Source: an optimization exercise on an open RTL-to-GDS flow (aim: small area, a short achievable clock period and few clock cycles per item). Production flows keep margins and buffers that such runs may drop.

v29:
// wsio_scaler
module wsio_scaler (
    input  wire        clk,
    input  wire        rst,         
    input  wire        in_valid,
    output wire        in_ready,
    input  wire        in_op,       
    input  wire [63:0] in_data,
    output wire        out_valid,
    input  wire        out_ready,
    output wire [63:0] out_data,
    output wire        out_err
);
Size in the first run: about 2100 cells after synthesis, ~90 flip-flops, about 140 I/O pins, roughly 19000 um^2 of cells after synthesis.
Settings: LEC_CHECK=0, CAP_MARGIN=20, CORE_MARGIN=2, CORE_UTILIZATION=40, SETUP_SLACK_MARGIN=5, SLEW_MARGIN=20; clock period 10.0 ns.
run.sh (not shown) runs the stock make flow with config.mk's settings and CLKGATE_MAP_FILE= SYNTH_SCRIPT=/design/flow/synth_recipe.tcl, a recipe that flattens the netlist after the stock synthesis.
#### Input delta (v14 over v29)
--- a/flow/design.v
+++ b/flow/design.v
@@ -21,42 +21,51 @@
     wire [15:0] rn     = raw << lz;
     wire        e_hi   = (rn >= 16'd64000);
     wire [16:0] r17    = e_hi ? {1'b0, rn} : {rn, 1'b0};
     wire        e_zero = (raw == 16'd0);
     wire        x_sign = in_data[63];
     wire [10:0] x_exp  = in_data[62:52];
     wire [52:0] x_mant = {1'b1, in_data[51:0]};
-    wire [59:0] p_s    = {x_mant, 7'd0} - {6'd0, x_mant, 1'b0} - {7'd0, x_mant} + 60'd32;
-    wire        p_c    = p_s[59] & (&p_s[42:5]);
+    wire        p_top  = (in_data[51:0] >= 52'd108086391056892);
+    wire [59:0] p_rnd  = {x_mant, 7'd0} - {6'd0, x_mant, 1'b0} - {7'd0, x_mant}
+                         + (p_top ? 60'd64 : 60'd32);
     wire        x_big  = (x_exp > 11'd1029);             
     wire        x_in   = (x_exp >= 11'd1013) && !x_big;
     wire [4:0]  x_d    = x_exp[4:0] - 5'd21;             
-    wire [26:0] s1_in = in_op ? {1'b1, p_c, p_s[59:43], x_d, x_sign, x_in, x_big}
-                              : {1'b0, 1'b0, r17, e_hi, lz, 2'b00, e_zero};
+    wire [25:0] s1_in = in_op ? {1'b1, p_rnd[59:43], x_d, x_sign, x_in, x_big}
+                              : {1'b0, r17, e_hi, lz, 2'b00, e_zero};
     reg         a_valid;
-    reg  [26:0] a_d;
+    reg  [25:0] a_d;
     reg         o_valid;
     reg  [62:0] o_data;
     reg         o_err;
     wire en2    = !o_valid || out_ready;        
     wire a_load = en2 || !a_valid;              
-    assign in_ready = a_load;
+    reg         b_valid;
+    reg  [25:0] b_d;
+    assign in_ready = !b_valid;
     always @(posedge clk) begin
-        if (rst)
+        if (rst) begin
             a_valid <= 1'b0;
-        else if (a_load)
-            a_valid <= in_valid;
+            b_valid <= 1'b0;
+        end else if (a_load) begin
+            a_valid <= b_valid || in_valid;
+            b_valid <= 1'b0;
+        end else if (!b_valid) begin
+            b_valid <= in_valid;
+        end
+        if (!b_valid)
+            b_d <= s1_in;
         if (a_load)
-            a_d <= s1_in;
+            a_d <= b_valid ? b_d : s1_in;
     end
     assign out_valid = o_valid;
     assign out_data  = {1'b0, o_data};
     assign out_err   = o_err;
-    wire        s_op   = a_d[26];
-    wire        s_c    = a_d[25];
+    wire        s_op   = a_d[25];
     wire [16:0] s_v    = a_d[24:8];
     wire [4:0]  s_n    = a_d[7:3];
     wire [2:0]  s_f    = a_d[2:0];
     wire [16:0] e_r17  = s_v;
     wire [16:0] e_r17n = ~s_v;
     wire ts1 = e_r17[15] ^ e_r17[13] ^ e_r17[11];
     wire tc2 = (e_r17[15] & e_r17[13]) | (e_r17[11] & (e_r17[15] ^ e_r17[13]));
@@ -560,16 +569,15 @@
     wire tc500 = e_r17[15] & 1'b1;
     wire [60:0] e_sa = {ts499, ts497, ts495, ts493, ts491, ts489, ts487, ts485, ts483, ts481, ts479, ts477, ts475, ts473, ts471, ts469, ts467, ts465, ts463, ts461, ts459, ts457, ts455, ts453, ts451, ts449, ts447, ts445, ts443, ts441, ts439, ts437, ts435, ts433, ts431, ts429, ts427, ts425, ts423, ts421, ts419, ts417, ts415, ts413, ts411, ts409, ts407, ts405, ts403, ts401, ts399, ts397, ts395, ts393, ts391, ts389, ts387, ts385, ts383, ts381, e_r17n[5]};
     wire [60:0] e_sb = {tc498, tc496, tc494, tc492, tc490, tc488, tc486, tc484, tc482, tc480, tc478, tc476, tc474, tc472, tc470, tc468, tc466, tc464, tc462, tc460, tc458, tc456, tc454, tc452, tc450, tc448, tc446, tc444, tc442, tc440, tc438, tc436, tc434, tc432, tc430, tc428, tc426, tc424, tc422, tc420, tc418, tc416, tc414, tc412, tc410, tc408, tc406, tc404, tc402, tc400, tc398, tc396, tc394, tc392, tc390, tc388, tc386, tc384, tc382, tc380, ts379};
     wire [60:0] e_sum = e_sa + e_sb;
     wire [51:0] e_frac = e_sum[60:9];
     wire [10:0] e_exp  = 11'd1028 - {7'd0, s_n[3:0]} + {10'd0, s_n[4]};
     wire [62:0] e_res  = s_f[0] ? 63'd0 : {e_exp, e_frac};
-    wire [16:0] r_p    = s_v + {16'd0, s_c};            
-    wire [16:0] r_t    = r_p >> (5'd16 - s_n);
+    wire [16:0] r_t    = s_v >> (5'd16 - s_n);
     wire        r_sign = s_f[2];
     wire        r_in   = s_f[1];
     wire        r_err  = s_f[0] | (r_in & (r_sign ? (r_t != 17'd0) : r_t[16]));
     wire [15:0] r_val  = (r_err | r_sign | !r_in) ? 16'd0 : r_t[15:0];
     always @(posedge clk) begin
         if (rst)
             o_valid <= 1'b0;
==> run notes <==
Re post-synthesis instance area: v29 was lower than v14. Core area ended up 2.3% higher on v14 than on v29. For v29, the start point of the critical path was a_d[22], unlike v14, where it was in_data[2]. Relative to v29, area growth from synthesis to layout has gone down in v14. Of v29 and v14, v14 shows the higher register area share after synthesis, with v29 below it. v14 has post-cts gate resize count below what v29 had. The final layouts of v29 and v14 pass the timing, design-rule and antenna checks. Compared with v29, v14 shows a higher share of the clock period used by the worst path after layout.
No run of this note included a check of the RTL's function; only the layout flow was run.

[separate check: timing with driven ports]
Ports are ideal in the flow. The routed layouts listed here were re-timed in OpenROAD.
Step 1 assumes that a clkbuf_16 drives the clock port and a buf_2 every other input.
Step 2 also shifts input and output timing later by t, the mid clock arrival at the registers, as if the neighbouring blocks saw the same clock.
Three values: no drivers, after step 1, after step 2; two values: the first two.
run	t, ns	slack for setup (ns)	hold WS [ns]	worst setup path at the end	worst data-port slew with drivers (ns)
v29	0.442	4.267 / 4.267 / 3.936	0.673 / 0.673 / 0.673	input to register	0.07
v14	0.504	3.455 / 3.452 / 2.949	0.453 / 0.453 / 0.453	input to register	0.06
After both steps setup and hold are still met in every run listed. The setup slack of v14, which loses most, moves by -0.003 ns with the drivers and by -0.506 ns with both steps.
